Source: an optimization exercise on an open RTL-to-GDS flow (aim: small area). Production flows keep margins and buffers that such runs may drop.
Where RTL was checked, it was by simulation tests only, not by an equivalence proof against the original.
For runs 3 and 4, only the layout was checked, not whether the RTL still works.
No driver is modelled on the clock port, so clocking that relies on it looks cheaper here than on a real chip.
Power and IR drop assume default switching activity.

==> design/flow/design.v <==
module lmp_rx #(
    parameter T_GUARD = 40,
    parameter T_BIT   = 24,
    parameter CNT_W   = 16
) (
    input  wire             clk,
    input  wire             rst,
    input  wire             line_in,
    input  wire             rpt_ack,
    output wire             busy,
    output wire             out_valid,
    output wire             out_err,
    output wire [1:0]       out_code,
    output wire             out_type,
    output wire [15:0]      out_payload,
    output wire             out_parity,
    output wire [CNT_W-1:0] out_old,
    output wire [CNT_W-1:0] cnt_out
);
    localparam [4:0] T_A = 5'b00111;
    localparam [4:0] T_B = 5'b00110;
    localparam [4:0] S_0 = 5'b10101;
    reg        busy_r;
    reg [4:0]  tmr;
    reg [4:0]  step;
    reg [17:0] sr;
    reg        rp;
    reg [15:0] o_pay;
    reg [15:0] o_old;
    reg        o_type;
    reg        o_par;
    reg        o_perr;
    reg        fresh;
    wire wrap    = ~tmr[0] & tmr[1] & ~tmr[2] & ~tmr[4];      
    wire st1     = step[1] & ~step[2] & step[3];              
    wire st_skip = step[2] & ~step[3] & step[4];              
    wire st_dec  = ~step[0] & step[1] & step[4];              
    wire st_rpt  = step[0] & ~step[1] & step[2] & ~step[4];   
    wire rx      = busy_r & ~st_rpt;
    wire tick    = rx & wrap;
    wire sample  = tick & ~st_skip & ~st_dec;
    wire decode  = tick & st_dec;
    wire ack_rel = busy_r & st_rpt & rpt_ack;
    wire        selp  = ~o_perr & o_type;
    wire        cin   = ~o_perr & ~o_type & ~fresh;
    wire [15:0] diff  = o_pay ^ o_old;
    wire        match = ~|diff;
    wire [16:0] carry;
    assign carry[0] = cin;
    genvar gi;
    generate
        for (gi = 0; gi < 16; gi = gi + 1) begin : g_cnt
            assign carry[gi+1] = carry[gi] & o_old[gi];
        end
    endgenerate
    wire [15:0] cnt = o_old ^ (({16{selp}} & diff) | carry[15:0]);
    always @(posedge clk) begin
        if (!rx)
            tmr <= T_B;
        else if (wrap)
            tmr <= st1 ? T_B : T_A;
        else
            tmr <= {tmr[3:0], ~(tmr[4] ^ tmr[1])};
        if (rst || !busy_r || ack_rel)
            step <= S_0;
        else if (tick)
            step <= {step[3:0], ~(step[4] ^ step[1])};
        if (sample) begin
            sr <= {line_in, sr[17:1]};
            rp <= ~st1 & (rp ^ line_in);
        end
        if (rst)
            busy_r <= 1'b0;
        else if (!busy_r)
            busy_r <= line_in;
        else if (ack_rel)
            busy_r <= 1'b0;
        if (rst) begin
            o_pay  <= 16'd0;
            o_old  <= 16'd0;
            o_type <= 1'b0;
            o_par  <= 1'b0;
            o_perr <= 1'b0;
            fresh  <= 1'b1;
        end else if (decode) begin
            o_pay  <= sr[16:1];
            o_old  <= cnt;
            o_type <= sr[0];
            o_par  <= sr[17];
            o_perr <= rp;
            fresh  <= 1'b0;
        end
    end
    assign busy        = busy_r;
    assign out_valid   = busy_r & st_rpt;
    assign out_code    = {o_perr | (o_type & ~match), o_perr | (o_type & match)};
    assign out_err     = out_code[1];
    assign out_type    = o_type;
    assign out_payload = o_pay;
    assign out_parity  = o_par;
    assign out_old     = o_old;
    assign cnt_out     = cnt;
endmodule
==> design/flow/flow/run.sh <==
#!/bin/bash
# The standard layout flow with three changes:
#  - synthesis is the standard one (same script, fsm/share skipped, same
#    flattening and renaming, same registers) except that ABC maps the
#    combinational logic with an area-oriented script (flow/area.abc);
#  - the port buffers are the smallest buffer (buf_1);
#  - the clock tree is built from clkbuf_4 without dummy balancing loads.
set -uo pipefail
export MY_ABC_SCRIPT=$PWD/flow/area.abc
bash standard.sh \
  SYNTH_SCRIPT=$PWD/flow/synth.tcl \
  BUFFER_PORTS_ARGS="-buffer_cell sky130_fd_sc_hd__buf_1" \
  CTS_ARGS="-sink_clustering_enable -repair_clock_nets -dont_use_dummy_load -buf_list sky130_fd_sc_hd__clkbuf_4" \
  finish > standard.log 2>&1
==> design/flow/flow/area.abc <==
strash
&get -n
&dc2
&dch -f
&put
amap -m
topo
==> design/flow/flow/synth.tcl <==
proc synth {args} { yosys synth -nofsm -noshare {*}$args }
proc abc {args} {
  set i [lsearch $args -script]
  if {$i >= 0 && [info exists ::env(MY_ABC_SCRIPT)]} { lset args [expr {$i+1}] $::env(MY_ABC_SCRIPT) }
  yosys abc {*}$args
}
source $::env(SCRIPTS_DIR)/synth.tcl
# left out here: clear keep_hierarchy, flatten, clean up, hide names made inside functions, write 1_2_yosys.v
==> design/flow/standard.sh <==
#!/bin/bash
# synth_recipe.tcl (not shown) runs the flow's synth.tcl, then flattens the netlist and writes it again
# the make line also repeats each setting of config.mk as NAME=value (left out here)
make -C /OpenROAD-flow-scripts/flow DESIGN_CONFIG=/design/flow/config.mk WORK_HOME=/design/flow/orfs CLKGATE_MAP_FILE= SYNTH_SCRIPT=/design/flow/synth_recipe.tcl "${@:-finish}"
==> design/flow/config.mk <==
export PLATFORM = sky130hd
export DESIGN_NAME = lmp_rx
export DESIGN_NICKNAME = lmp_rx
export VERILOG_FILES = /design/flow/design.v
export SDC_FILE = /design/flow/constraint.sdc
export NUM_CORES = 4
export LEC_CHECK = 0
export CAP_MARGIN = 0
export CORE_MARGIN = 2
export CORE_UTILIZATION = 65
export GPL_TIMING_DRIVEN = 0
export PLACE_DENSITY = 0.8
export SLEW_MARGIN = 0
==> design/flow/constraint.sdc <==
create_clock -name core_clock -period 10.0 [get_ports {clk}]
set_input_delay 2.0000 -clock core_clock [delete_from_list [all_inputs] [get_ports {clk}]]
set_output_delay 2.0000 -clock core_clock [all_outputs]
set_load 0.01 [all_outputs]
==> impl_metrics.json, run 1 <==
{
  "status": "finished clean",
  "design.final.nets": 315,
  "detail_route.first_pass.iterations": 4,
  "timing.critical_path.required_ns": 8.00,
  "grt_start_max_net_pins": 37,
  "routed_wirelength_um": 5934,
  "fin_setup_tns_ns": 0,
  "timing.critical_path.slowest_stage_cell": "sky130_fd_sc_hd__dfxtp_1",
  "crit_path_cell_trace": "clkinv_1 > nand3_1 > nor2_1 > and3_1 > and3_1 > and3_1 > and3_1 > nand2_1 > nor2_1 > nand2_1 > clkinv_1 > and3_1 > a22oi_1 > o21ai_0 > buf_1",
  "grt_pass1_vias": 1900,
  "yosysWarnings": 1,
  "cts.clk_slew.worst_paths_ns": 0.09,
  "track_usage_pct": 27.57,
  "post_synth.cell_area_avg_um2": 10.86,
  "worstSkewPairLatency_ns": 0.42,
  "synth_fp_nets": 246,
  "vdd.ir_drop.worst_uv": 114.4,
  "grt_remaining_overflow": 0,
  "syn-instance-count": 242,
  "tritoncts": "yes",
  "grt_pass1_wl_um": 9004,
  "top_level_ports": 59,
  "worst_setup_path_end_kind": "output pin",
  "finalWorstSetupSlack_ns": 4.314,
  "first_iter_violations": 152,
  "die_width_um": 67.58,
  "wl_per_cell_um": 16.53,
  "path_max_fanout": 5,
  "grt_setup_unrepaired": "false",
  "power.static_leakage_nw": 1.009,
  "die_h_um": 67.58,
  "dp_hpwl_um": 3786,
  "postCtsSetupRepairBufs": 0,
  "finalCriticalPeriod_ns": 5.686,
  "detailed_place.area_um2": 2915,
  "pwr_density_cell_nw_per_um2": 137.8,
  "postSynth.asyncResetShare_pct": 0,
  "final_hold_viol_count": 0,
  "start_util_pct": 66.65,
  "cts.sinks": 66,
  "yosys-top-cells-count": "sky130_fd_sc_hd__dfxtp_1, sky130_fd_sc_hd__o221a_1, sky130_fd_sc_hd__a21oi_1",
  "diodes": 0,
  "cts_max_path_buffers": 2,
  "io_buffers": 58,
  "post-synth-top-count-cell": "sky130_fd_sc_hd__dfxtp_1",
  "final-setup-viol-count": 0,
  "total_via_count_after_detailed_routing": 2219,
  "vias_per_cell": 6.181,
  "crit_path_max_incr_delay_ns": 0.35,
  "synth_top_cell_area_share_pct": 35.81,
  "postSynth.topFlopCell": "sky130_fd_sc_hd__dfxtp_1",
  "timing.critical_path.from_type": "flip-flop",
  "drcViolationCount": 0,
  "yosysSeqAreaShare_pct": 57.52,
  "share_of_cells_above_drive_strength_1_pct": 3.560,
  "final_core_util_pct": 75.66,
  "core_region_area_um2": 3943,
  "drtAntennaViolNets": 0,
  "timing.hold.worst.class": "flip-flop to flip-flop",
  "tightestPinTransition_ns": 1.233,
  "globalplace.congestion": 0.8073,
  "synth_edf_count": 19,
  "core.rowCount": 23,
  "h-tree-depth": 3,
  "yosys_register_bits": 66,
  "cts-buffers-inserted": 9,
  "maximum_clock_frequency_mhz": 175.9,
  "timing.setup.critical_path_class": "flip-flop to output pin",
  "clock_skew_ns": 0.02072,
  "synthTopCellsByArea": "sky130_fd_sc_hd__dfxtp_1, sky130_fd_sc_hd__edfxtp_1, sky130_fd_sc_hd__o221a_1",
  "max_slew_margin_pct": 17.47,
  "die_outline_area_um2": 4567,
  "max_cap_viols": 0,
  "most_common_cell_on_crit_path": "sky130_fd_sc_hd__and3_1",
  "cts.repair.resized": 0,
  "flow.area_growth_from_synthesis_pct": 13.52,
  "cts.hold.buffers_added": 0,
  "post-synth-top-area-cell": "sky130_fd_sc_hd__dfxtp_1",
  "stdcell_area_um2": 2983,
  "synth_cell_type_count": 24,
  "critical_path_arrival_ns": 3.69,
  "final_min_period_over_clock_period_pct": 56.86,
  "place_ws_ns": 4.774,
  "syn_area_um2": 2628,
  "root_buffer": "sky130_fd_sc_hd__clkbuf_4",
  "timing_max_transition_violations_final": 0,
  "antenna_found_initial": 0
}
[final timing paths]
path	start	endpoint	slack, ns	cells after the start
worst min register to register	sr[13]	sr[12]	0.45	0
worst min-delay path	sr[13]	sr[12]	0.45	0
worst max register to register	tmr[4]	o_old[1]	6.39	7
worst max-delay path	o_type	cnt_out[15]	4.31	15
[placed cells by master, fill, tap and decap left out, drive strengths merged]
| cell | count |
|---|---|
| a211oi | 1 |
| nand3 | 3 |
| nand4 | 1 |
| a31oi | 1 |
| a22oi | 1 |
| o311a | 1 |
| edfxtp | 19 |
| or2 | 3 |
| nand2 | 17 |
| o221ai | 3 |
| clkinv | 18 |
| nor2 | 24 |
| xor2 | 1 |
| a221oi | 10 |
| a21oi | 26 |
| nor3 | 3 |
| clkbuf | 9 |
| and3 | 6 |
| dfxtp | 47 |
| o22ai | 7 |
| o221a | 34 |
| o21ai | 8 |
| nor2b | 3 |
| nor4 | 4 |
| buf | 59 |
[state kept, by name (all words and copies together) (netlist names)]
register	count
sr	18
o_old	16
o_pay	16
step	5
tmr	5
busy_r	1
fresh	1
o_par	1
o_perr	1
o_type	1
rp	1
[critical path, delay by kind of cell (launching register included)]
kind,cells,cell delay [ns]
and+or+nand+nor,10,2.17
buffers and inverters,3,0.33
DFF,1,0.35
AOI/OAI and AO/OA,2,0.42
[metrics by stage]
| step | instances | total power, mW | hold WS [ns] |
|---|---|---|---|
| 2_1_floorplan | 242 | 0.2906 | 0.4138 |
| 3_3_place_gp | 350 | 0.2935 | 0.4222 |
| 3_5_place_dp | 350 | 0.2937 | 0.4373 |
| 4_1_cts | 359 | 0.4116 | 0.4463 |
| 5_1_grt | 359 | 0.4255 | 0.4540 |
| 6_report | 359 | 0.4110 | 0.4509 |
[cell type report]
type                    instances  area (µm²)
well taps                      50       62.56
flip-flops and latches         66        1511
fillers                       293       959.7
repair buffers                 58       217.7
clock buffers                   9       67.56
multi-input cells             157        1049
inverters                      18       67.56
plain buffers                   1       7.507
[layer usage]
layer	vias up	wire (µm)	GRT usage [%]
met2	88	2648	41.54
met4	0	148	10.71
li1	1098	-	-
met1	1021	2725	35.38
met3	12	412	11.17
met5	-	0	0
[power by group]
part | total, mW | internal, mW | switching [mW]
combinational | 0.00997 | 0.00333 | 0.00664
sequential | 0.278 | 0.276 | 0.00146
clock | 0.123 | 0.0417 | 0.0817
[kinds of logic (layout without fill, tap and decap cells)]
logic type             after synthesis  in the layout  share of synthesized area, %
buffers and inverters               19             86                         2.857
AO/OA/AOI/OAI                       92             92                         28.24
flip-flops                          66             66                         57.52
AND/OR/NAND/NOR                     64             64                         11.05
XOR/XNOR                             1              1                        0.3334
==> inputs of run 2 (changes only) <==
--- a/design/flow/config.mk
+++ b/design/flow/config.mk
@@ -8,6 +8,5 @@
 export CAP_MARGIN = 0
 export CORE_MARGIN = 2
 export CORE_UTILIZATION = 65
-export GPL_TIMING_DRIVEN = 0
 export PLACE_DENSITY = 0.8
 export SLEW_MARGIN = 0
==> run 2 against run 1 <==
Non-clock buffer count increased by 1. Synthesized cell count did not move. Largest cell class unchanged. Via count rose by 0.90%. Cell count is 0.28% higher. Worst hold slack worse by 0.014 ns. Total power down 0.99%. Fmax rose by 4.0%. First-iteration DRC count is 49% higher.
==> impl_metrics.json, run 2 <==
{
  "flow.area_growth_from_synthesis_pct": 13.62,
  "final_core_util_pct": 75.72,
  "yosysWarnings": 1,
  "total_via_count_after_detailed_routing": 2239,
  "status": "finished clean",
  "tritoncts": "yes",
  "power.static_leakage_nw": 1.014,
  "core.rowCount": 23,
  "tightestPinTransition_ns": 1.039,
  "diodes": 0,
  "post-synth-top-count-cell": "sky130_fd_sc_hd__dfxtp_1",
  "synth_fp_nets": 246,
  "io_buffers": 58,
  "timing.hold.worst.class": "flip-flop to flip-flop",
  "finalCriticalPeriod_ns": 5.469,
  "stdcell_area_um2": 2985,
  "syn_area_um2": 2628,
  "worst_setup_path_end_kind": "output pin",
  "antenna_found_initial": 0,
  "die_width_um": 67.58,
  "cts.hold.buffers_added": 0,
  "pwr_density_cell_nw_per_um2": 136.3,
  "cts_max_path_buffers": 2,
  "cts-buffers-inserted": 9,
  "yosysSeqAreaShare_pct": 57.52,
  "timing.setup.critical_path_class": "flip-flop to output pin",
  "timing_max_transition_violations_final": 0,
  "largest_register": "sr",
  "timing.critical_path.slowest_stage_cell": "sky130_fd_sc_hd__dfxtp_1",
  "routed_wirelength_um": 6090,
  "start_util_pct": 66.65,
  "final_min_period_over_clock_period_pct": 54.69,
  "worstSkewPairLatency_ns": 0.41,
  "yosys-top-cells-count": "sky130_fd_sc_hd__dfxtp_1, sky130_fd_sc_hd__o221a_1, sky130_fd_sc_hd__a21oi_1",
  "first_iter_violations": 226,
  "critical_path_arrival_ns": 3.47,
  "detail_route.first_pass.iterations": 4,
  "synth_edf_count": 19,
  "dp_hpwl_um": 4005,
  "track_usage_pct": 29.66,
  "timing.critical_path.from_type": "flip-flop",
  "yosys_register_bits": 66,
  "maximum_clock_frequency_mhz": 182.8,
  "drcViolationCount": 0,
  "final_hold_viol_count": 0,
  "clock_skew_ns": 0.01455,
  "synth_top_cell_area_share_pct": 35.81,
  "timing.critical_path.max_delay_family": "simple AND/OR/NAND/NOR gates",
  "postCtsSetupRepairBufs": 0,
  "crit_path_max_incr_delay_ns": 0.37,
  "path_max_fanout": 5,
  "die_outline_area_um2": 4567,
  "synthTopCellsByArea": "sky130_fd_sc_hd__dfxtp_1, sky130_fd_sc_hd__edfxtp_1, sky130_fd_sc_hd__o221a_1",
  "globalplace.congestion": 0.7860,
  "cts.repair.resized": 0,
  "share_of_cells_above_drive_strength_1_pct": 3.871,
  "hold_depth": 1,
  "fin_setup_tns_ns": 0,
  "vdd.ir_drop.worst_uv": 117.3,
  "synth_cell_type_count": 24,
  "largest_register_ff_count": 18,
  "rr_worst_depth": 15,
  "cts.clk_slew.worst_paths_ns": 0.10,
  "cts.sinks": 66,
  "h-tree-depth": 3,
  "die_h_um": 67.58,
  "postSynth.topFlopCell": "sky130_fd_sc_hd__dfxtp_1",
  "most_common_cell_on_crit_path": "sky130_fd_sc_hd__and3_1",
  "critical_path.n_buffers_inverters": 3,
  "timing.critical_path.required_ns": 8.00,
  "wl_per_cell_um": 16.92,
  "vias_per_cell": 6.219,
  "grt_pass1_vias": 1985,
  "top_level_ports": 59,
  "post-synth-top-area-cell": "sky130_fd_sc_hd__dfxtp_1",
  "grt_remaining_overflow": 0,
  "final-setup-viol-count": 0,
  "grt_start_max_net_pins": 37,
  "syn-instance-count": 242,
  "max_cap_viols": 0,
  "postSynth.asyncResetShare_pct": 0,
  "crit_path_cell_trace": "clkinv_1 > nor2_1 > and3_1 > and3_1 > and3_1 > and3_1 > nand2_1 > nor2_1 > nand2_1 > clkinv_1 > and3_1 > a22oi_1 > o21ai_0 > buf_1",
  "max_slew_margin_pct": 30.33,
  "drtAntennaViolNets": 0,
  "timing.critical_path.depth": 14,
  "post_synth.cell_area_avg_um2": 10.86,
  "root_buffer": "sky130_fd_sc_hd__clkbuf_4",
  "layout.cells.most_common_list": "sky130_fd_sc_hd__buf_1, sky130_fd_sc_hd__dfxtp_1, sky130_fd_sc_hd__o221a_1, sky130_fd_sc_hd__a21oi_1, sky130_fd_sc_hd__nor2_1",
  "grt_setup_unrepaired": "false",
  "core_region_area_um2": 3943,
  "grt_pass1_wl_um": 9956,
  "top_regs": "sr: 18 flops, o_old: 16 flops, o_pay: 16 flops",
  "layout_commonest_cell": "sky130_fd_sc_hd__buf_1",
  "detailed_place.area_um2": 2918,
  "design.final.nets": 316
}
==> run 2: cell counts after synthesis <==
Identical to the previous run, type by type.
==> run 2: path summary, 6_finish.rpt <==
| kind | startpoint | to | slack, ns |
|---|---|---|---|
| max reg2reg | o_old[0] | o_old[15] | 6.83 |
| min | tmr[3] | tmr[4] | 0.44 |
| max | o_old[0] | cnt_out[15] | 4.53 |
| min reg2reg | tmr[3] | tmr[4] | 0.44 |
==> run 2: logic make-up after synthesis <==
logic type | share of synthesized area, %
AOI/OAI and AO/OA | 28.24
and+or+nand+nor | 11.05
xor gates and xnor gates | 0.3334
buffers and inverters | 2.857
DFF | 57.52
==> run 2: cell type report <==
class                           count  area [µm²]
Timing Repair Buffer               60       232.7
Tap cell                           50       62.56
Fill cell                         283       957.2
Multi-Input combinational cell    157        1044
Sequential cell                    66        1511
Inverter                           18       67.56
Clock buffer                        9       67.56
==> run 2: stage by stage <==
stage | hold slack, ns | setup WS (ns) | cells | power, mW
6_report | 0.4365 | 4.531 | 360 | 0.4069
5_1_grt | 0.4512 | 4.056 | 360 | 0.4218
4_1_cts | 0.4401 | 4.546 | 360 | 0.4098
3_5_place_dp | 0.4369 | 5.023 | 351 | 0.2938
3_3_place_gp | 0.4260 | 5.172 | 351 | 0.2935
2_1_floorplan | 0.4138 | 5.296 | 242 | 0.2906
==> run 2: routing by layer <==
layer	routed length (µm)	GRT usage, %
met5	0	0
met2	2781	43.01
met1	2743	41.73
met3	440	6.500
met4	126	14.54
==> run 2: report_power, final <==
group / total [mW] / internal [mW] / switching, mW / leakage (nW)
logic: 0.0101 / 0.00333 / 0.00681 / 0.422
clock network: 0.119 / 0.0417 / 0.0775 / 0.0414
registers: 0.278 / 0.276 / 0.00143 / 0.550
total: 0.407 / 0.321 / 0.0858 / 1.01
==> inputs of run 3 (changes only) <==
--- a/design/flow/design.v
+++ b/design/flow/design.v
@@ -19,8 +19,8 @@
 );
     localparam [4:0] T_A = 5'b00111;
     localparam [4:0] T_B = 5'b00110;
-    localparam [4:0] S_0 = 5'b10101;
-    reg        busy_r;
+    localparam [4:0] S_0    = 5'b10101;
+    localparam [4:0] S_IDLE = 5'b11111;
     reg [4:0]  tmr;
     reg [4:0]  step;
     reg [17:0] sr;
@@ -36,11 +36,11 @@
     wire st_skip = step[2] & ~step[3] & step[4];              
     wire st_dec  = ~step[0] & step[1] & step[4];              
     wire st_rpt  = step[0] & ~step[1] & step[2] & ~step[4];   
-    wire rx      = busy_r & ~st_rpt;
+    wire st_idle = step[0] & step[1] & step[3];               
+    wire rx      = ~st_idle & ~st_rpt;
     wire tick    = rx & wrap;
     wire sample  = tick & ~st_skip & ~st_dec;
     wire decode  = tick & st_dec;
-    wire ack_rel = busy_r & st_rpt & rpt_ack;
     wire        selp  = ~o_perr & o_type;
     wire        cin   = ~o_perr & ~o_type & ~fresh;
     wire [15:0] diff  = o_pay ^ o_old;
@@ -61,7 +61,9 @@
             tmr <= st1 ? T_B : T_A;
         else
             tmr <= {tmr[3:0], ~(tmr[4] ^ tmr[1])};
-        if (rst || !busy_r || ack_rel)
+        if (rst || (st_rpt && rpt_ack))
+            step <= S_IDLE;
+        else if (st_idle && line_in)
             step <= S_0;
         else if (tick)
             step <= {step[3:0], ~(step[4] ^ step[1])};
@@ -69,12 +71,6 @@
             sr <= {line_in, sr[17:1]};
             rp <= ~st1 & (rp ^ line_in);
         end
-        if (rst)
-            busy_r <= 1'b0;
-        else if (!busy_r)
-            busy_r <= line_in;
-        else if (ack_rel)
-            busy_r <= 1'b0;
         if (rst) begin
             o_pay  <= 16'd0;
             o_old  <= 16'd0;
@@ -91,8 +87,8 @@
             fresh  <= 1'b0;
         end
     end
-    assign busy        = busy_r;
-    assign out_valid   = busy_r & st_rpt;
+    assign busy        = ~st_idle;
+    assign out_valid   = st_rpt;
     assign out_code    = {o_perr | (o_type & ~match), o_perr | (o_type & match)};
     assign out_err     = out_code[1];
     assign out_type    = o_type;
==> run 3 against run 2 <==
Still clean on timing, DRC and antenna. Synthesized area fell by 0.14%. Die area is 0.13% lower. Clock skew up 0.013 ns. Non-clock buffer count is 1 higher. Cell count is 3.9% higher. Fmax down 6.8%. Critical path type unchanged. Critical endpoint unchanged. Highest routed layer unchanged.
==> impl_metrics.json, run 3 <==
{
  "dp_hpwl_um": 4092,
  "internal_power_mw": 0.3469,
  "io_buffers": 58,
  "grt_start_max_net_pins": 46,
  "die_width_um": 67.54,
  "final-setup-viol-count": 0,
  "post-synth-top-area-cell": "sky130_fd_sc_hd__dfxtp_1",
  "pwr_density_cell_nw_per_um2": 155.1,
  "start_util_pct": 66.55,
  "top_regs": "sr: 18 flops, o_old: 16 flops, o_pay: 16 flops",
  "timing_max_transition_violations_final": 0,
  "core_region_area_um2": 3943,
  "final_hold_viol_count": 0,
  "root_buffer": "sky130_fd_sc_hd__clkbuf_4",
  "tritoncts": "yes",
  "cts.hold.buffers_added": 0,
  "fin_setup_tns_ns": 0,
  "cts_max_path_buffers": 2,
  "postSynth.asyncResetShare_pct": 0,
  "tightestPinTransition_ns": 0.9910,
  "power.static_leakage_nw": 0.9858,
  "first_iter_violations": 263,
  "grt_remaining_overflow": 0,
  "globalplace.congestion": 0.7935,
  "synth_fp_nets": 259,
  "worst_setup_path_end_kind": "output pin",
  "grt_pass1_vias": 2025,
  "total_via_count_after_detailed_routing": 2355,
  "largest_register_ff_count": 18,
  "power_frac_comb_pct": 10.0,
  "cts.repair.resized": 0,
  "power.switching_fraction_pct": 25.25,
  "timing.critical_path.required_ns": 8.00,
  "synthTopCellsByArea": "sky130_fd_sc_hd__dfxtp_1, sky130_fd_sc_hd__edfxtp_1, sky130_fd_sc_hd__o221a_1",
  "yosysSeqAreaShare_pct": 56.84,
  "worst_r2r_endpoint": "o_pay[6]",
  "h-tree-depth": 3,
  "drcViolationCount": 0,
  "n_fill_cell": 288,
  "hold-path-endpoint": "tmr[4]",
  "wl_per_cell_um": 16.05,
  "seq_power_share_pct": 64.0,
  "synth_edf_count": 19,
  "max_cap_viols": 0,
  "timing.hold.worst.class": "flip-flop to flip-flop",
  "final_min_period_over_clock_period_pct": 58.68,
  "share_clk_of_total_power_pct": 26.0,
  "hold_start": "tmr[3]",
  "postSynth.topFlopCell": "sky130_fd_sc_hd__dfxtp_1",
  "layout_commonest_cell": "sky130_fd_sc_hd__buf_1",
  "flow.area_growth_from_synthesis_pct": 14.07,
  "largest_register": "sr",
  "synth_cell_type_count": 28,
  "share_of_cells_above_drive_strength_1_pct": 4.012,
  "finalCriticalPeriod_ns": 5.868,
  "core.rowCount": 23,
  "postCtsSetupRepairBufs": 0,
  "switching_power_of_the_nets_mw": 0.1172,
  "detail_route.first_pass.iterations": 7,
  "yosysWarnings": 1,
  "routed_wirelength_um": 6004,
  "hold_depth": 1,
  "layout.cells.most_common_list": "sky130_fd_sc_hd__buf_1, sky130_fd_sc_hd__dfxtp_1, sky130_fd_sc_hd__a21oi_1, sky130_fd_sc_hd__o221a_1",
  "syn_area_um2": 2624,
  "rr_worst_depth": 9,
  "maximum_clock_frequency_mhz": 170.4,
  "antenna_found_initial": 0,
  "die_h_um": 67.54,
  "yosys-top-cells-count": "sky130_fd_sc_hd__dfxtp_1, sky130_fd_sc_hd__a21oi_1, sky130_fd_sc_hd__o221a_1",
  "cts.sinks": 65,
  "critical_path_arrival_ns": 3.87,
  "post_synth.cell_area_avg_um2": 10.29,
  "synth_top_cell_area_share_pct": 35.10,
  "yosys_register_bits": 65,
  "vdd.ir_drop.worst_uv": 125.0,
  "worst-r2r-setup-slack_ns": 6.39,
  "diodes": 0,
  "status": "finished clean",
  "syn-instance-count": 255,
  "track_usage_pct": 28.16,
  "die_outline_area_um2": 4561,
  "grt_pass1_wl_um": 9301,
  "timing.critical_path.from_type": "flip-flop",
  "timing.setup.critical_path_class": "flip-flop to output pin",
  "cts.clk_slew.worst_paths_ns": 0.09,
  "top_level_ports": 59,
  "design.final.nets": 330,
  "path_max_fanout": 4,
  "post-synth-top-count-cell": "sky130_fd_sc_hd__dfxtp_1",
  "drtAntennaViolNets": 0,
  "vias_per_cell": 6.297,
  "total_design_power_mw": 0.4641,
  "r2r_start": "step[0]",
  "cts-buffers-inserted": 9,
  "clock_skew_ns": 0.02773,
  "grt_setup_unrepaired": "false",
  "max_slew_margin_pct": 33.53,
  "worstSkewPairLatency_ns": 0.41,
  "final_core_util_pct": 75.91
}
==> run 3: cell types whose count changed after synthesis, moves of 3 or more <==
cell                        before  now
sky130_fd_sc_hd__o21ai_0         8   17
sky130_fd_sc_hd__o221a_1        34   26
sky130_fd_sc_hd__clkinv_1       18   25
sky130_fd_sc_hd__and3_1          6    0
sky130_fd_sc_hd__a21oi_1        26   31
sky130_fd_sc_hd__a2111oi_0       0    3
==> run 3: power groups by stage <==
stage | Combinational, mW | Clock, mW | Sequential (mW)
after floorplan | 0.0343 | 0 | 0.301
after global placement | 0.0447 | 0 | 0.303
after detailed placement | 0.0464 | 0 | 0.303
after CTS | 0.0466 | 0.122 | 0.297
after global routing | 0.0538 | 0.133 | 0.299
final | 0.0464 | 0.121 | 0.297
==> run 3: final cells by class <==
cell class | count | area (µm²) | share of cell area [%]
flip-flops and latches | 65 | 1491 | 49.83
inverters | 25 | 93.84 | 3.135
clock buffers | 9 | 67.56 | 2.258
well taps | 50 | 62.56 | 2.090
multi-input cells | 164 | 1037 | 34.66
repair buffers | 61 | 240.2 | 8.027
==> run 3: worst max-delay path by stage <==
stage	from	endpoint	slack (ns)
6_report	o_type	cnt_out[15]	4.13
5_1_grt	o_old[0]	cnt_out[15]	3.66
4_1_cts	o_type	cnt_out[15]	4.18
3_5_place_dp	o_old[0]	cnt_out[15]	4.63
3_3_place_gp	o_type	cnt_out[15]	4.79
2_1_floorplan	o_old[0]	cnt_out[15]	4.99
==> run 3: cells by family after synthesis <==
logic type | after synthesis | share of synthesized area (%)
AOI/OAI and AO/OA | 103 | 29.14
DFF | 65 | 56.84
and+or+nand+nor | 60 | 9.824
buffers and inverters | 26 | 3.863
xor gates and xnor gates | 1 | 0.3339
==> run 3: worst max-delay path, cell delays in order (launching register included) <==
cell and delay [ns]:
sky130_fd_sc_hd__dfxtp_1 0.34, sky130_fd_sc_hd__clkinv_1 0.08, sky130_fd_sc_hd__nand3_1 0.10, sky130_fd_sc_hd__nor2_1 0.23, sky130_fd_sc_hd__nand2_1 0.11, sky130_fd_sc_hd__nor2_1 0.23, sky130_fd_sc_hd__nand2_1 0.11, sky130_fd_sc_hd__nor2_1 0.22
sky130_fd_sc_hd__nand2_1 0.11, sky130_fd_sc_hd__nor2_1 0.21, sky130_fd_sc_hd__nand2_1 0.11, sky130_fd_sc_hd__nor2_1 0.21, sky130_fd_sc_hd__nand2_1 0.10, sky130_fd_sc_hd__nor2_1 0.20, sky130_fd_sc_hd__nand2_1 0.13, sky130_fd_sc_hd__nor3_1 0.39
sky130_fd_sc_hd__a22oi_1 0.18, sky130_fd_sc_hd__o21ai_0 0.22, sky130_fd_sc_hd__buf_1 0.18
==> run 3: stage by stage <==
step           cells  setup WS [ns]  hold WS [ns]  cell area [µm²]
4_1_cts          374          4.177        0.4317             2993
2_1_floorplan    255          4.993        0.4138             2624
5_1_grt          374          3.657        0.4318             2993
6_report         374          4.132        0.4224             2993
3_5_place_dp     365          4.634        0.4283             2925
3_3_place_gp     365          4.787        0.4209             2925
==> run 3: metal layers <==
layer	vias to the layer above	global-route usage, %	routed length, µm
met3	16	6.333	504
met5	-	0	0
met2	116	41.79	2706
met1	1090	38.55	2687
met4	0	14.54	105
li1	1133	-	-
==> inputs of run 4 (changes only) <==
--- a/design/flow/config.mk
+++ b/design/flow/config.mk
@@ -7,6 +7,6 @@
 export LEC_CHECK = 0
 export CAP_MARGIN = 0
 export CORE_MARGIN = 2
-export CORE_UTILIZATION = 65
-export PLACE_DENSITY = 0.8
+export CORE_UTILIZATION = 55
+export PLACE_DENSITY = 0.7
 export SLEW_MARGIN = 0
==> run 4 against run 3 <==
Sequential share of layout area down 0.083 points. Flip-flop and latch count unchanged. Final area up 0.17%. Critical path type unchanged. Largest cell class unchanged.
==> impl_metrics.json, run 4 <==
{
  "status": "finished clean",
  "yosys-top-cells-count": "sky130_fd_sc_hd__dfxtp_1, sky130_fd_sc_hd__a21oi_1, sky130_fd_sc_hd__o221a_1",
  "timing_max_transition_violations_final": 0,
  "yosysWarnings": 1,
  "timing.critical_path.required_ns": 8.00,
  "cts-buffers-inserted": 9,
  "fin_setup_tns_ns": 0,
  "synthTopCellsByArea": "sky130_fd_sc_hd__dfxtp_1, sky130_fd_sc_hd__edfxtp_1, sky130_fd_sc_hd__o221a_1",
  "syn_area_um2": 2624,
  "detail_route.first_pass.iterations": 4,
  "track_usage_pct": 23.08,
  "vdd.ir_drop.worst_uv": 118.3,
  "synth_cell_type_count": 28,
  "grt_pass1_vias": 1929,
  "final_hold_viol_count": 0,
  "timing.hold.worst.class": "flip-flop to flip-flop",
  "die_outline_area_um2": 5339,
  "timing.setup.critical_path_class": "flip-flop to output pin",
  "drcViolationCount": 0,
  "max_slew_margin_pct": 32.50,
  "share_of_cells_above_drive_strength_1_pct": 4.012,
  "post_synth.cell_area_avg_um2": 10.29,
  "grt_pass1_wl_um": 9349,
  "layout.cells.most_common_list": "sky130_fd_sc_hd__buf_1, sky130_fd_sc_hd__dfxtp_1, sky130_fd_sc_hd__a21oi_1, sky130_fd_sc_hd__o221a_1",
  "synth_edf_count": 19,
  "top_regs": "sr: 18 flops, o_old: 16 flops, o_pay: 16 flops",
  "core.rowCount": 25,
  "place_ws_ns": 4.602,
  "synth_fp_nets": 259,
  "finalWorstSetupSlack_ns": 4.139,
  "postSynth.asyncResetShare_pct": 0,
  "grt_remaining_overflow": 0,
  "post-synth-top-area-cell": "sky130_fd_sc_hd__dfxtp_1",
  "tightestPinTransition_ns": 1.006,
  "timing.critical_path.from_type": "flip-flop",
  "wl_per_cell_um": 15.74,
  "routed_wirelength_um": 5950,
  "post-synth-top-count-cell": "sky130_fd_sc_hd__dfxtp_1",
  "antenna_found_initial": 0,
  "n_fill_cell": 426,
  "start_util_pct": 56.30,
  "crit_path_max_incr_delay_ns": 0.38,
  "final_min_period_over_clock_period_pct": 58.61,
  "detailed_place.area_um2": 2930,
  "first_iter_violations": 200,
  "postSynth.topFlopCell": "sky130_fd_sc_hd__dfxtp_1",
  "worstSkewPairLatency_ns": 0.40,
  "cts.sinks": 65,
  "grt_setup_unrepaired": "false",
  "clock_skew_ns": 0.03758,
  "critical_path_arrival_ns": 3.86,
  "grt_start_max_net_pins": 46,
  "timing.critical_path.max_delay_family": "simple AND/OR/NAND/NOR gates",
  "crit_path_cell_trace": "clkinv_1 > nand3_1 > nor2_1 > nand2_1 > nor2_1 > nand2_1 > nor2_1 > nand2_1 > nor2_1 > nand2_1 > nor2_1 > nand2_1 > nor2_1 > nand2_1 > nor3_1 > a22oi_1 > o21ai_0 > buf_1",
  "total_via_count_after_detailed_routing": 2260,
  "regArea_um2": 1491,
  "synth_top_cell_area_share_pct": 35.10,
  "vias_per_cell": 5.979,
  "largest_register": "sr",
  "diodes": 0,
  "power.static_leakage_nw": 0.9858,
  "stdcell_area_um2": 2998,
  "top_level_ports": 59,
  "critical_path.n_buffers_inverters": 2,
  "tritoncts": "yes",
  "h-tree-depth": 3,
  "largest_register_ff_count": 18,
  "layout_commonest_cell": "sky130_fd_sc_hd__buf_1",
  "pwr_density_cell_nw_per_um2": 154.1,
  "path_max_fanout": 4,
  "cts_max_path_buffers": 2,
  "worst_setup_path_end_kind": "output pin",
  "die_h_um": 73.07,
  "postCtsSetupRepairBufs": 0,
  "cts.repair.resized": 0,
  "maximum_clock_frequency_mhz": 170.6,
  "die_width_um": 73.07,
  "drtAntennaViolNets": 0,
  "max_cap_viols": 0,
  "syn-instance-count": 255,
  "flow.area_growth_from_synthesis_pct": 14.26,
  "finalCriticalPeriod_ns": 5.861,
  "final_core_util_pct": 64.32,
  "yosysSeqAreaShare_pct": 56.84,
  "cts.hold.buffers_added": 0,
  "core_region_area_um2": 4661,
  "multiInputGateArea_um2": 1037,
  "globalplace.congestion": 0.8137,
  "io_buffers": 58,
  "cts.clk_slew.worst_paths_ns": 0.09,
  "timing.critical_path.slowest_stage_cell": "sky130_fd_sc_hd__nor3_1",
  "design.final.nets": 330,
  "yosys_register_bits": 65,
  "final-setup-viol-count": 0,
  "dp_hpwl_um": 4101,
  "root_buffer": "sky130_fd_sc_hd__clkbuf_4"
}
## run 4: cells by family after synthesis
group / share of synthesized area [%]
AO/OA/AOI/OAI: 29.14
XOR/XNOR: 0.3339
buffers and inverters: 3.863
flip-flops: 56.84
AND/OR/NAND/NOR: 9.824
## run 4: per-stage QoR
step           instances  hold WS [ns]  power [mW]
3_3_place_gp         369        0.4268      0.3480
4_1_cts              378        0.4565      0.4652
2_1_floorplan        255        0.4138      0.3353
6_report             378        0.4500      0.4619
5_1_grt              378        0.4496      0.4837
3_5_place_dp         369        0.4327      0.3490
## run 4: area by class of cell
cell class | count | area share (%)
clock buffer | 9 | 2.254
inverter | 25 | 3.130
multi-input combinational | 164 | 34.60
sequential | 65 | 49.75
tap | 54 | 2.254
timing repair buffer | 61 | 8.013
## run 4: report_power, final
part | switching [mW] | internal, mW
Sequential | 0.00820 | 0.289
Combinational | 0.0297 | 0.0162
Clock | 0.0771 | 0.0418
## run 4: final timing paths
check	cells past startpoint	endpoint	slack, ns	from
min reg2reg	0	sr[4]	0.45	sr[5]
max reg2reg	18	o_old[15]	6.45	o_type
max	18	cnt_out[15]	4.14	o_type
min	0	sr[4]	0.45	sr[5]
## run 4: per-layer routing
metal  wire (µm)  GRT usage [%]
met1        2832          32.86
met2        2624          32.83
met3         377          5.801
met4         116          10.91
met5           0              0
==> inputs of run 5 (changes only) <==
--- a/design/flow/design.v
+++ b/design/flow/design.v
@@ -19,8 +19,8 @@
 );
     localparam [4:0] T_A = 5'b00111;
     localparam [4:0] T_B = 5'b00110;
-    localparam [4:0] S_0    = 5'b10101;
-    localparam [4:0] S_IDLE = 5'b11111;
+    localparam [4:0] S_0 = 5'b10101;
+    reg        busy_r;
     reg [4:0]  tmr;
     reg [4:0]  step;
     reg [17:0] sr;
@@ -36,11 +36,11 @@
     wire st_skip = step[2] & ~step[3] & step[4];              
     wire st_dec  = ~step[0] & step[1] & step[4];              
     wire st_rpt  = step[0] & ~step[1] & step[2] & ~step[4];   
-    wire st_idle = step[0] & step[1] & step[3];               
-    wire rx      = ~st_idle & ~st_rpt;
+    wire rx      = busy_r & ~st_rpt;
     wire tick    = rx & wrap;
     wire sample  = tick & ~st_skip & ~st_dec;
     wire decode  = tick & st_dec;
+    wire ack_rel = busy_r & st_rpt & rpt_ack;
     wire        selp  = ~o_perr & o_type;
     wire        cin   = ~o_perr & ~o_type & ~fresh;
     wire [15:0] diff  = o_pay ^ o_old;
@@ -61,9 +61,7 @@
             tmr <= st1 ? T_B : T_A;
         else
             tmr <= {tmr[3:0], ~(tmr[4] ^ tmr[1])};
-        if (rst || (st_rpt && rpt_ack))
-            step <= S_IDLE;
-        else if (st_idle && line_in)
+        if (rst || !busy_r || ack_rel)
             step <= S_0;
         else if (tick)
             step <= {step[3:0], ~(step[4] ^ step[1])};
@@ -71,6 +69,12 @@
             sr <= {line_in, sr[17:1]};
             rp <= ~st1 & (rp ^ line_in);
         end
+        if (rst)
+            busy_r <= 1'b0;
+        else if (!busy_r)
+            busy_r <= line_in;
+        else if (ack_rel)
+            busy_r <= 1'b0;
         if (rst) begin
             o_pay  <= 16'd0;
             o_old  <= 16'd0;
@@ -87,8 +91,8 @@
             fresh  <= 1'b0;
         end
     end
-    assign busy        = ~st_idle;
-    assign out_valid   = st_rpt;
+    assign busy        = busy_r;
+    assign out_valid   = busy_r & st_rpt;
     assign out_code    = {o_perr | (o_type & ~match), o_perr | (o_type & match)};
     assign out_err     = out_code[1];
     assign out_type    = o_type;
==> design/flow/flow/run.sh (replaced) <==
#!/bin/bash
# The standard layout flow with these changes:
#  - synthesis is the standard one (same script, fsm/share skipped, same
#    flattening and renaming, same registers) except that ABC maps the
#    combinational logic with an area-oriented script (flow/area.abc);
#  - the port buffers are the smallest buffer (buf_1);
#  - the clock tree is built by flow/clktree.tcl (four clkbuf_8, each
#    driving a quarter of the flip-flops) before CTS, which then adds nothing.
set -uo pipefail
export MY_ABC_SCRIPT=$PWD/flow/area.abc
bash standard.sh \
  SYNTH_SCRIPT=$PWD/flow/synth.tcl \
  BUFFER_PORTS_ARGS="-buffer_cell sky130_fd_sc_hd__buf_1" \
  PRE_CTS_TCL=$PWD/flow/clktree.tcl \
  CTS_ARGS="-sink_clustering_enable -repair_clock_nets -dont_use_dummy_load -buf_list sky130_fd_sc_hd__clkbuf_4" \
  finish > standard.log 2>&1
==> design/flow/flow/clktree.tcl (new file) <==
# Clock tree, run before CTS (PRE_CTS_TCL). The flip-flops are split into
# four groups of equal size by position (capacity-limited k-means); each group
# gets one clkbuf_8 at its centroid that drives the group's clock pins. The
# clock port drives only these four buffers. CTS then finds the clock nets
# already buffered and leaves them as they are.
set clk_k 4
set clk_leaf sky130_fd_sc_hd__clkbuf_8

set block [ord::get_db_block]
set dbu [$block getDbUnitsPerMicron]
set clk_port [lindex [get_ports -quiet clk] 0]
set clknet [$block findNet clk]
set sinks {}
foreach it [$clknet getITerms] {
  set inst [$it getInst]
  set bb [$inst getBBox]
  lappend sinks [list [expr {([$bb xMin] + [$bb xMax]) / 2.0 / $dbu}] \
                      [expr {([$bb yMin] + [$bb yMax]) / 2.0 / $dbu}] \
                      "[$inst getName]/[[$it getMTerm] getName]"]
}
set n [llength $sinks]
set cap [expr {int(ceil(double($n) / $clk_k))}]
# initial centres spread along x
set sorted [lsort -real -index 0 $sinks]
set cents {}
for {set i 0} {$i < $clk_k} {incr i} {
  set s [lindex $sorted [expr {int(($i + 0.5) * $n / $clk_k)}]]
  lappend cents [list [lindex $s 0] [lindex $s 1]]
}
proc clk_dist {s c} {
  return [expr {abs([lindex $s 0] - [lindex $c 0]) + abs([lindex $s 1] - [lindex $c 1])}]
}
for {set iter 0} {$iter < 50} {incr iter} {
  set groups {}
  set cnt {}
  for {set i 0} {$i < $clk_k} {incr i} { lappend groups {}; lappend cnt 0 }
  # sinks far from every centre choose first
  set order {}
  foreach s $sinks {
    set bd 1e30
    foreach c $cents { set d [clk_dist $s $c]; if {$d < $bd} { set bd $d } }
    lappend order [list $bd $s]
  }
  foreach e [lsort -real -decreasing -index 0 $order] {
    set s [lindex $e 1]
    set best -1; set bd 1e30
    for {set i 0} {$i < $clk_k} {incr i} {
      if {[lindex $cnt $i] >= $cap} continue
      set d [clk_dist $s [lindex $cents $i]]
      if {$d < $bd} { set bd $d; set best $i }
    }
    lset groups $best [concat [lindex $groups $best] [list $s]]
    lset cnt $best [expr {[lindex $cnt $best] + 1}]
  }
  set newc {}
  for {set i 0} {$i < $clk_k} {incr i} {
    set g [lindex $groups $i]
    if {[llength $g] == 0} { lappend newc [lindex $cents $i]; continue }
    set sx 0; set sy 0
    foreach s $g { set sx [expr {$sx + [lindex $s 0]}]; set sy [expr {$sy + [lindex $s 1]}] }
    lappend newc [list [expr {$sx / [llength $g]}] [expr {$sy / [llength $g]}]]
  }
  set cents $newc
}
for {set i 0} {$i < $clk_k} {incr i} {
  set g [lindex $groups $i]
  if {[llength $g] == 0} continue
  set pins {}
  foreach s $g { lappend pins [get_pins [lindex $s 2]] }
  set c [lindex $cents $i]
  puts "clock group $i: [llength $g] sinks, buffer at $c"
  insert_buffer -buffer_cell $clk_leaf -load_pins $pins -location $c \
    -buffer_name clkbuf_leaf_$i -net_name clknet_leaf_$i
}
foreach net [$block getNets] {
  if {[string match clknet_leaf_* [$net getName]] || [$net getName] eq "clk"} {
    $net setSigType CLOCK
  }
}
set_propagated_clock [all_clocks]
--- a/design/flow/config.mk
+++ b/design/flow/config.mk
@@ -7,6 +7,6 @@
 export LEC_CHECK = 0
 export CAP_MARGIN = 0
 export CORE_MARGIN = 2
-export CORE_UTILIZATION = 55
-export PLACE_DENSITY = 0.7
+export CORE_UTILIZATION = 65
+export PLACE_DENSITY = 0.8
 export SLEW_MARGIN = 0
==> run 5 against run 4 <==
Wire length increased by 5.3%. Setup slack improved by 0.11 ns. Worst hold slack got worse by 0.0050 ns. Die area decreased by 14%. Via count up 3.1%. Sequential share of layout area is 0.76 points lower. Flip-flop and latch count up 1. Clock power increased by 69%. Total power increased by 5.7%. Critical path depth fell by 4. Final area up 2.9%. First-iteration DRC count increased by 41%. Critical path type unchanged. Critical endpoint unchanged. Highest routed layer unchanged.
==> impl_metrics.json, run 5 <==
{
  "status": "finished clean",
  "power.static_leakage_nw": 1.070,
  "synthTopCellsByArea": "sky130_fd_sc_hd__dfxtp_1, sky130_fd_sc_hd__edfxtp_1, sky130_fd_sc_hd__o221a_1",
  "path_max_fanout": 5,
  "yosysSeqAreaShare_pct": 57.52,
  "total_design_power_mw": 0.4884,
  "design.final.nets": 326,
  "postSynth.topFlopCell": "sky130_fd_sc_hd__dfxtp_1",
  "maximum_clock_frequency_mhz": 173.9,
  "yosys_register_bits": 66,
  "final-setup-viol-count": 0,
  "timing_max_transition_violations_final": 0,
  "syn-instance-count": 242,
  "worstSkewPairLatency_ns": 0.68,
  "synth_edf_count": 19,
  "pwr_density_cell_nw_per_um2": 158.3,
  "tightestPinTransition_ns": 1.029,
  "timing.setup.critical_path_class": "flip-flop to output pin",
  "die_width_um": 67.58,
  "detail_route.first_pass.iterations": 5,
  "cts.repair.resized": 0,
  "grt_setup_unrepaired": "false",
  "final_min_period_over_clock_period_pct": 57.51,
  "flow.area_growth_from_synthesis_pct": 17.43,
  "yosys-top-cells-count": "sky130_fd_sc_hd__dfxtp_1, sky130_fd_sc_hd__o221a_1, sky130_fd_sc_hd__a21oi_1",
  "post-synth-top-count-cell": "sky130_fd_sc_hd__dfxtp_1",
  "wl_per_cell_um": 16.94,
  "critical_path_arrival_ns": 3.75,
  "die_h_um": 67.58,
  "clock_skew_ns": 0.03502,
  "total_via_count_after_detailed_routing": 2330,
  "syn_area_um2": 2628,
  "final_core_util_pct": 78.26,
  "track_usage_pct": 30.15,
  "start_util_pct": 66.65,
  "timing.critical_path.required_ns": 8.00,
  "share_of_cells_above_drive_strength_1_pct": 6.875,
  "core_region_area_um2": 3943,
  "regArea_um2": 1511,
  "antenna_found_initial": 0,
  "postCtsSetupRepairBufs": 0,
  "synth_cell_type_count": 24,
  "drtAntennaViolNets": 0,
  "drcViolationCount": 0,
  "tritoncts": "yes",
  "synth_fp_nets": 246,
  "largest_register": "sr",
  "max_slew_margin_pct": 30.97,
  "yosysWarnings": 1,
  "worst_r2r_endpoint": "o_old[1]",
  "max_cap_viols": 0,
  "synth_top_cell_area_share_pct": 35.81,
  "hold-path-endpoint": "sr[10]",
  "diodes": 0,
  "final_hold_viol_count": 0,
  "layout_commonest_cell": "sky130_fd_sc_hd__buf_1",
  "post_synth.cell_area_avg_um2": 10.86,
  "routed_wirelength_um": 6266,
  "multiInputGateArea_um2": 1044,
  "n_fill_cell": 270,
  "layout.cells.most_common_list": "sky130_fd_sc_hd__buf_1, sky130_fd_sc_hd__dfxtp_1, sky130_fd_sc_hd__o221a_1, sky130_fd_sc_hd__a21oi_1, sky130_fd_sc_hd__nor2_1",
  "core.rowCount": 23,
  "hold_depth": 0,
  "grt_pass1_wl_um": 10220,
  "post-synth-top-area-cell": "sky130_fd_sc_hd__dfxtp_1",
  "io_buffers": 58,
  "grt_start_max_net_pins": 37,
  "dp_hpwl_um": 4005,
  "cts.clk_slew.worst_paths_ns": 0.09,
  "cts.hold.buffers_added": 0,
  "rr_worst_depth": 8,
  "fin_setup_tns_ns": 0,
  "r2r_start": "tmr[4]",
  "timing.hold.worst.class": "flip-flop to flip-flop",
  "hold_start": "sr[11]",
  "top_level_ports": 59,
  "first_iter_violations": 281,
  "grt_remaining_overflow": 0,
  "globalplace.congestion": 0.7860,
  "worst_setup_path_end_kind": "output pin",
  "timing.critical_path.from_type": "flip-flop",
  "finalCriticalPeriod_ns": 5.751,
  "die_outline_area_um2": 4567,
  "largest_register_ff_count": 18,
  "top_regs": "sr: 18 flops, o_old: 16 flops, o_pay: 16 flops",
  "postSynth.asyncResetShare_pct": 0,
  "worst-r2r-setup-slack_ns": 6.80,
  "vias_per_cell": 6.297,
  "grt_pass1_vias": 2043,
  "vdd.ir_drop.worst_uv": 117.8
}
## run 5: cell types whose count changed in the layout (fill, tap and decap cells not counted), sizes merged, moves of 3 or more
cell,change
a2111oi,-3
clkbuf,+10
clkinv,-7
o21ai,-9
a21oi,-5
o221a,+8
and3,+6
## run 5: critical path, cell delays in order (launching register included)
cell                       delay [ns]
sky130_fd_sc_hd__dfxtp_1         0.37
sky130_fd_sc_hd__clkinv_1        0.14
sky130_fd_sc_hd__nor2_1          0.27
sky130_fd_sc_hd__and3_1          0.29
sky130_fd_sc_hd__and3_1          0.27
sky130_fd_sc_hd__and3_1          0.27
sky130_fd_sc_hd__and3_1          0.25
sky130_fd_sc_hd__nand2_1         0.09
sky130_fd_sc_hd__nor2_1          0.21
sky130_fd_sc_hd__nand2_1         0.11
sky130_fd_sc_hd__clkinv_1        0.07
sky130_fd_sc_hd__and3_1          0.22
sky130_fd_sc_hd__a22oi_1         0.12
sky130_fd_sc_hd__o21ai_0         0.24
sky130_fd_sc_hd__buf_1           0.18
## run 5: area by class of cell, without the clock buffers
cell class | count | area share (%)
well taps | 50 | 2.028
flip-flops and latches | 66 | 48.99
multi-input cells | 157 | 33.82
repair buffers | 60 | 7.543
inverters | 18 | 2.190
## run 5: worst max path at each step
stage / from / endpoint / slack, ns / cells after the start
2_1_floorplan: o_old[0] / cnt_out[15] / 5.30 / 13
3_3_place_gp: o_type / cnt_out[15] / 5.17 / 15
3_5_place_dp: o_old[0] / cnt_out[15] / 5.02 / 14
4_1_cts: o_type / cnt_out[15] / 4.26 / 15
5_1_grt: o_type / cnt_out[15] / 3.76 / 15
6_report: o_old[0] / cnt_out[15] / 4.25 / 14
## run 5: power breakdown
group / internal (mW) / switching, mW
combinational: 0.00333 / 0.00668
sequential: 0.276 / 0.00147
clock: 0.103 / 0.0978
## run 5: logic make-up after synthesis
family	count (synthesis)	synth area share (%)
simple gates	64	11.05
buf+inv	19	2.857
xor+xnor	1	0.3334
flops	66	57.52
compound gates	92	28.24
## run 5: metrics by stage
stage          instance area [µm²]  instances  worst slack, ns  hold slack (ns)
4_1_cts                       3085        370            4.256           0.4376
2_1_floorplan                 2628        242            5.296           0.4138
3_3_place_gp                  2918        351            5.172           0.4260
6_report                      3085        370            4.249           0.4450
3_5_place_dp                  2918        351            5.023           0.4369
5_1_grt                       3085        370            3.759           0.4643
## run 5: per-layer routing
layer	GRT usage (%)	part of all wire (%)	wire length, µm	vias up
li1	-	-	-	1120
met4	11.99	1.5	91	0
met5	0	0	0	-
met1	41.93	44	2736	1089
met3	9.667	8.4	527	13
met2	43.38	46	2910	108
==> inputs of run 6 (changes only) <==
==> design/flow/flow/run.sh (replaced) <==
#!/bin/bash
# The standard layout flow with these changes:
#  - synthesis is the standard one (same script, fsm/share skipped, same
#    flattening and renaming, same registers) except that ABC maps the
#    combinational logic with an area-oriented script (flow/area.abc);
#  - the port buffers are the smallest buffer (buf_1);
#  - the clock tree is built by flow/clktree.tcl (four clkbuf_8, each
#    driving a quarter of the flip-flops) before CTS; CTS, given the same buffer, then adds nothing.
set -uo pipefail
export MY_ABC_SCRIPT=$PWD/flow/area.abc
bash standard.sh \
  SYNTH_SCRIPT=$PWD/flow/synth.tcl \
  BUFFER_PORTS_ARGS="-buffer_cell sky130_fd_sc_hd__buf_1" \
  PRE_CTS_TCL=$PWD/flow/clktree.tcl \
  CTS_ARGS="-sink_clustering_enable -repair_clock_nets -dont_use_dummy_load -buf_list sky130_fd_sc_hd__clkbuf_8" \
  finish > standard.log 2>&1
--- a/design/flow/config.mk
+++ b/design/flow/config.mk
@@ -7,6 +7,6 @@
 export LEC_CHECK = 0
 export CAP_MARGIN = 0
 export CORE_MARGIN = 2
-export CORE_UTILIZATION = 65
-export PLACE_DENSITY = 0.8
+export CORE_UTILIZATION = 50
+export PLACE_DENSITY = 0.7
 export SLEW_MARGIN = 0
==> run 6 against run 5 <==
Via count is 5.1% lower. Die area up 28%. Highest routed layer unchanged. Cell count rose by 1.4%. Sequential share of layout area rose by 1.4 points. Setup slack improved by 0.54 ns. Critical path depth is 1 higher. Critical path type unchanged. Global-route usage decreased by 10 points. Wire length fell by 4.2%. Largest power group unchanged. First-iteration DRC count fell by 49%. Still clean. Worst hold slack improved by 0.011 ns.
==> impl_metrics.json, run 6 <==
{
  "status": "finished clean",
  "die_outline_area_um2": 5851,
  "flow.area_growth_from_synthesis_pct": 14.10,
  "antenna_found_initial": 0,
  "crit_path_max_incr_delay_ns": 0.35,
  "max_cap_viols": 0,
  "critical_path_arrival_ns": 3.21,
  "synthTopCellsByArea": "sky130_fd_sc_hd__dfxtp_1, sky130_fd_sc_hd__edfxtp_1, sky130_fd_sc_hd__o221a_1",
  "postCtsSetupRepairBufs": 0,
  "dp_hpwl_um": 4009,
  "top_level_ports": 59,
  "cts.repair.resized": 0,
  "grt_remaining_overflow": 0,
  "syn_area_um2": 2628,
  "dr_wl_met3_um": 257,
  "power.switching_fraction_pct": 19.29,
  "regArea_um2": 1511,
  "vdd.ir_drop.worst_uv": 114.0,
  "wl_per_cell_um": 16.01,
  "timing_max_transition_violations_final": 0,
  "cts.hold.buffers_added": 0,
  "synth_fp_nets": 246,
  "timing.critical_path.max_delay_family": "simple AND/OR/NAND/NOR gates",
  "postSynth.topFlopCell": "sky130_fd_sc_hd__dfxtp_1",
  "design.final.nets": 311,
  "switching_power_of_the_nets_mw": 0.07572,
  "postSynth.asyncResetShare_pct": 0,
  "io_buffers": 58,
  "met2_wirelength_um": 2750,
  "timing.critical_path.required_ns": 8.00,
  "layout.cells.most_common_list": "sky130_fd_sc_hd__buf_1, sky130_fd_sc_hd__dfxtp_1, sky130_fd_sc_hd__o221a_1, sky130_fd_sc_hd__a21oi_1, sky130_fd_sc_hd__nor2_1",
  "grt_pass1_vias": 1908,
  "worstSkewPairLatency_ns": 0.16,
  "routed_wirelength_um": 6003,
  "critical_path.n_buffers_inverters": 3,
  "core.rowCount": 26,
  "worst_setup_path_end_kind": "output pin",
  "largest_register": "sr",
  "most_common_cell_on_crit_path": "sky130_fd_sc_hd__and3_1",
  "n_fill_cell": 451,
  "max_slew_margin_pct": 29.42,
  "drtAntennaViolNets": 0,
  "multiInputGateArea_um2": 1044,
  "path_max_fanout": 5,
  "yosysWarnings": 1,
  "timing.critical_path.slowest_stage_cell": "sky130_fd_sc_hd__dfxtp_1",
  "globalplace.congestion": 0.8188,
  "grt_start_max_net_pins": 37,
  "fin_worst_hold_slack_ns": 0.4562,
  "power_frac_comb_pct": 2.5,
  "largest_register_ff_count": 18,
  "timing.setup.critical_path_class": "flip-flop to output pin",
  "post-synth-top-count-cell": "sky130_fd_sc_hd__dfxtp_1",
  "total_design_power_mw": 0.3925,
  "grt_pass1_wl_um": 9873,
  "total_via_count_after_detailed_routing": 2212,
  "fin_setup_tns_ns": 0,
  "synth_edf_count": 19,
  "layout_commonest_cell": "sky130_fd_sc_hd__buf_1",
  "die_h_um": 76.49,
  "pwr_density_cell_nw_per_um2": 130.9,
  "cts.clk_slew.worst_paths_ns": 0.11,
  "yosysSeqAreaShare_pct": 57.52,
  "synth_top_cell_area_share_pct": 35.81,
  "finalWorstSetupSlack_ns": 4.792,
  "syn-instance-count": 242,
  "tightestPinTransition_ns": 1.052,
  "yosys_register_bits": 66,
  "seq_power_share_pct": 70.8,
  "timing.critical_path.from_type": "flip-flop",
  "top_signal_layer_used": "met4",
  "final_hold_viol_count": 0,
  "top_regs": "sr: 18 flops, o_old: 16 flops, o_pay: 16 flops",
  "synth_cell_type_count": 24,
  "internal_power_mw": 0.3167,
  "start_util_pct": 51.78,
  "diodes": 0,
  "grt_setup_unrepaired": "false",
  "core_region_area_um2": 5075,
  "post-synth-top-area-cell": "sky130_fd_sc_hd__dfxtp_1",
  "timing.hold.worst.class": "flip-flop to flip-flop",
  "maximum_clock_frequency_mhz": 192.0,
  "yosys-top-cells-count": "sky130_fd_sc_hd__dfxtp_1, sky130_fd_sc_hd__o221a_1, sky130_fd_sc_hd__a21oi_1",
  "detail_route.first_pass.iterations": 4,
  "track_usage_pct": 19.98,
  "first_iter_violations": 144,
  "final-setup-viol-count": 0,
  "final_core_util_pct": 59.07,
  "final_min_period_over_clock_period_pct": 52.08,
  "post_synth.cell_area_avg_um2": 10.86,
  "drcViolationCount": 0,
  "route.layer.met1.wl_um": 2913,
  "power.static_leakage_nw": 1.001,
  "share_clk_of_total_power_pct": 26.7,
  "die_width_um": 76.49,
  "clock_skew_ns": 0.01118,
  "crit_path_cell_trace": "clkinv_1 > nand3_1 > nor2_1 > and3_1 > and3_1 > and3_1 > and3_1 > nand2_1 > nor2_1 > nand2_1 > clkinv_1 > and3_1 > a22oi_1 > o21ai_0 > buf_1",
  "place_ws_ns": 5.027,
  "share_of_cells_above_drive_strength_1_pct": 2.295,
  "vias_per_cell": 5.899,
  "finalCriticalPeriod_ns": 5.208
}
-- run 6: cell counts after synthesis --
Identical to the previous run, type by type.
-- run 6: power groups by stage --
stage	Sequential (mW)	Clock (mW)	Combinational, mW
6_report	0.278	0.105	0.00986
2_1_floorplan	0.284	0	0.00685
3_3_place_gp	0.284	0	0.00993
5_1_grt	0.278	0.118	0.0111
4_1_cts	0.278	0.108	0.00999
3_5_place_dp	0.284	0	0.0101
-- run 6: cells by family (layout without fill, tap and decap cells) --
| logic type | count (synthesis) | in the layout | synth area share [%] |
|---|---|---|---|
| AND/OR/NAND/NOR | 64 | 64 | 11.05 |
| AO/OA/AOI/OAI | 92 | 92 | 28.24 |
| flip-flops | 66 | 66 | 57.52 |
| buffers and inverters | 19 | 82 | 2.857 |
| XOR/XNOR | 1 | 1 | 0.3334 |
-- run 6: path summary, 6_finish.rpt --
check | from | end | slack (ns) | cells after the start
worst max-delay path | o_type | cnt_out[15] | 4.79 | 15
worst min-delay path | sr[4] | sr[3] | 0.46 | 0
worst max register to register | o_type | o_old[15] | 6.84 | 16
worst min register to register | sr[4] | sr[3] | 0.46 | 0
-- run 6: layer usage --
| metal | up-vias | global-route usage, % |
|---|---|---|
| li1 | 1088 | - |
| met1 | 1058 | 29.26 |
| met2 | 59 | 32.92 |
| met3 | 7 | 2.014 |
| met4 | 0 | 2.909 |
| met5 | - | 0 |
-- run 6: layout make-up, without the clock buffers --
cell class / instances / area share [%]
Inverter: 18 / 2.254
Sequential cell: 66 / 50.42
Timing Repair Buffer: 60 / 7.763
Tap cell: 70 / 2.922
Multi-Input combinational cell: 157 / 34.81
-- run 6: worst reg2reg max path: cells and delay by family (launching register included) --
family          cells  cell delay, ns
simple gates       11            2.08
flops               1            0.35
compound gates      3            0.47
buf+inv             2            0.14
-- run 6: through the flow --
step | instances | area (µm²)
4_1_cts | 375 | 2998
3_5_place_dp | 371 | 2943
6_report | 375 | 2998
3_3_place_gp | 371 | 2943
2_1_floorplan | 242 | 2628
5_1_grt | 375 | 2998
==> inputs of run 7 (changes only) <==
--- a/design/flow/config.mk
+++ b/design/flow/config.mk
@@ -7,6 +7,6 @@
 export LEC_CHECK = 0
 export CAP_MARGIN = 0
 export CORE_MARGIN = 2
-export CORE_UTILIZATION = 50
-export PLACE_DENSITY = 0.7
+export CORE_UTILIZATION = 75
+export PLACE_DENSITY = 0.85
 export SLEW_MARGIN = 0
==> run 7 against run 6 <==
Still clean on timing, DRC and antenna. Critical path depth unchanged. Utilization increased by 29 points. Sequential power about the same. Total power decreased by 1.3%. Sequential share of layout area increased by 0.51 points. Via count increased by 8.7%. Synthesized cell count unchanged. Flip-flop and latch count unchanged. Wire length increased by 3.9%.
==> impl_metrics.json, run 7 <==
{
  "layout_commonest_cell": "sky130_fd_sc_hd__buf_1",
  "postSynth.topFlopCell": "sky130_fd_sc_hd__dfxtp_1",
  "track_usage_pct": 31.54,
  "gr_met2_demand_resource_pct": 54.12,
  "final_core_util_pct": 88.24,
  "max_cap_viols": 0,
  "synth_fp_nets": 246,
  "timing.critical_path.max_delay_family": "simple AND/OR/NAND/NOR gates",
  "crit_path_max_incr_delay_ns": 0.34,
  "synth_top_cell_area_share_pct": 35.81,
  "final_hold_viol_count": 0,
  "critical_path.n_buffers_inverters": 3,
  "timing.hold.worst.class": "flip-flop to flip-flop",
  "first_iter_violations": 340,
  "dpl.cell_count": 347,
  "top_level_ports": 59,
  "routed_wirelength_um": 6236,
  "maximum_clock_frequency_mhz": 186.3,
  "drtAntennaViolNets": 0,
  "cts.repair.resized": 0,
  "largest_register_ff_count": 18,
  "place_ws_ns": 4.934,
  "grt_start_max_net_pins": 37,
  "yosysWarnings": 1,
  "core_region_area_um2": 3363,
  "most_common_cell_on_crit_path": "sky130_fd_sc_hd__and3_1",
  "pwr_density_cell_nw_per_um2": 130.6,
  "post-synth-top-area-cell": "sky130_fd_sc_hd__dfxtp_1",
  "die_outline_area_um2": 3993,
  "final-setup-viol-count": 0,
  "grt_remaining_overflow": 0,
  "status": "finished clean",
  "use_met1_pct": 43.06,
  "n_fill_cell": 165,
  "worst_setup_path_end_kind": "output pin",
  "syn-instance-count": 242,
  "die_h_um": 63.19,
  "crit_path_cell_trace": "clkinv_1 > nand3_1 > nor2_1 > and3_1 > and3_1 > and3_1 > and3_1 > nand2_1 > nor2_1 > nand2_1 > clkinv_1 > and3_1 > a22oi_1 > o21ai_0 > buf_1",
  "yosys_register_bits": 66,
  "grt_pass1_vias": 2185,
  "fin_worst_hold_slack_ns": 0.4595,
  "syn_area_um2": 2628,
  "dp_hpwl_um": 4171,
  "yosys-top-cells-count": "sky130_fd_sc_hd__dfxtp_1, sky130_fd_sc_hd__o221a_1, sky130_fd_sc_hd__a21oi_1",
  "diodes": 0,
  "grt_setup_unrepaired": "false",
  "critical_path_arrival_ns": 3.37,
  "flow.area_growth_from_synthesis_pct": 12.95,
  "max_slew_margin_pct": 28.49,
  "largest_register": "sr",
  "layout.cells.most_common_list": "sky130_fd_sc_hd__buf_1, sky130_fd_sc_hd__dfxtp_1, sky130_fd_sc_hd__o221a_1, sky130_fd_sc_hd__a21oi_1, sky130_fd_sc_hd__nor2_1",
  "global_routing_s_busiest_layer": "met2",
  "stdcell_area_um2": 2968,
  "core.rowCount": 21,
  "io_buffers": 58,
  "synth_edf_count": 19,
  "timing_max_transition_violations_final": 0,
  "cts.hold.buffers_added": 0,
  "fin_setup_tns_ns": 0,
  "share_of_cells_above_drive_strength_1_pct": 2.295,
  "final_min_period_over_clock_period_pct": 53.68,
  "finalWorstSetupSlack_ns": 4.632,
  "total_design_power_mw": 0.3875,
  "finalCriticalPeriod_ns": 5.368,
  "synth_cell_type_count": 24,
  "detailed_place.area_um2": 2913,
  "grt_pass1_wl_um": 10320,
  "non_filler_cells_final": 351,
  "clock_skew_ns": 0.006220,
  "detail_route.first_pass.iterations": 6,
  "vdd.ir_drop.worst_uv": 131.6,
  "post-synth-top-count-cell": "sky130_fd_sc_hd__dfxtp_1",
  "design.final.nets": 311,
  "timing.critical_path.required_ns": 8.00,
  "yosysSeqAreaShare_pct": 57.52,
  "globalplace.congestion": 0.8337,
  "total_via_count_after_detailed_routing": 2405,
  "post_synth.cell_area_avg_um2": 10.86,
  "postCtsSetupRepairBufs": 0,
  "die_width_um": 63.19,
  "timing.setup.critical_path_class": "flip-flop to output pin",
  "power.static_leakage_nw": 1.001,
  "synthTopCellsByArea": "sky130_fd_sc_hd__dfxtp_1, sky130_fd_sc_hd__edfxtp_1, sky130_fd_sc_hd__o221a_1",
  "postSynth.asyncResetShare_pct": 0,
  "wl_per_cell_um": 17.77,
  "antenna_found_initial": 0,
  "cts.clk_slew.worst_paths_ns": 0.09,
  "top_regs": "sr: 18 flops, o_old: 16 flops, o_pay: 16 flops",
  "start_util_pct": 78.12,
  "timing.critical_path.slowest_stage_cell": "sky130_fd_sc_hd__dfxtp_1",
  "drcViolationCount": 0,
  "vias_per_cell": 6.852,
  "tightestPinTransition_ns": 1.066,
  "timing.critical_path.from_type": "flip-flop",
  "worstSkewPairLatency_ns": 0.16,
  "path_max_fanout": 5,
  "use_met3_pct": 3.393
}
run 7: cell counts after synthesis:
No cell type changed its count.
run 7: final cells by class, without the clock buffers:
cell class / instances / area, µm² / area share [%]
inverter: 18 / 67.56 / 2.277
sequential: 66 / 1511 / 50.93
multi-input combinational: 157 / 1044 / 35.16
timing repair buffer: 60 / 232.7 / 7.841
tap: 46 / 57.56 / 1.939
run 7: final timing paths:
path	startpoint	to	slack, ns	depth (start not counted)
setup / recovery	o_type	cnt_out[15]	4.63	15
hold / removal	tmr[3]	tmr[4]	0.46	1
setup reg to reg	o_type	o_old[15]	6.68	16
hold reg to reg	tmr[3]	tmr[4]	0.46	1
run 7: kinds of logic after synthesis:
| logic type | synth area share (%) |
|---|---|
| buffers and inverters | 2.857 |
| XOR/XNOR | 0.3334 |
| AND/OR/NAND/NOR | 11.05 |
| AO/OA/AOI/OAI | 28.24 |
| flip-flops | 57.52 |
run 7: routing by layer:
metal / share of wire (%) / routed length, µm
met5: 0 / 0
met4: 2.2 / 138
met3: 8.5 / 532
met2: 49 / 3074
met1: 40 / 2490
run 7: where the power goes:
group	internal [mW]	total (mW)	switching, mW
Clock	0.0371	0.0997	0.0626
Combinational	0.00332	0.0101	0.00681
Sequential	0.276	0.278	0.00155

Setup slack of run 7, layout unchanged: 4.632 ns with ideal ports, 4.578 ns with driving cells assumed (clock clkbuf_16, inputs buf_2), 4.785 ns with port delays also shifted by the 0.207 ns mid clock arrival.
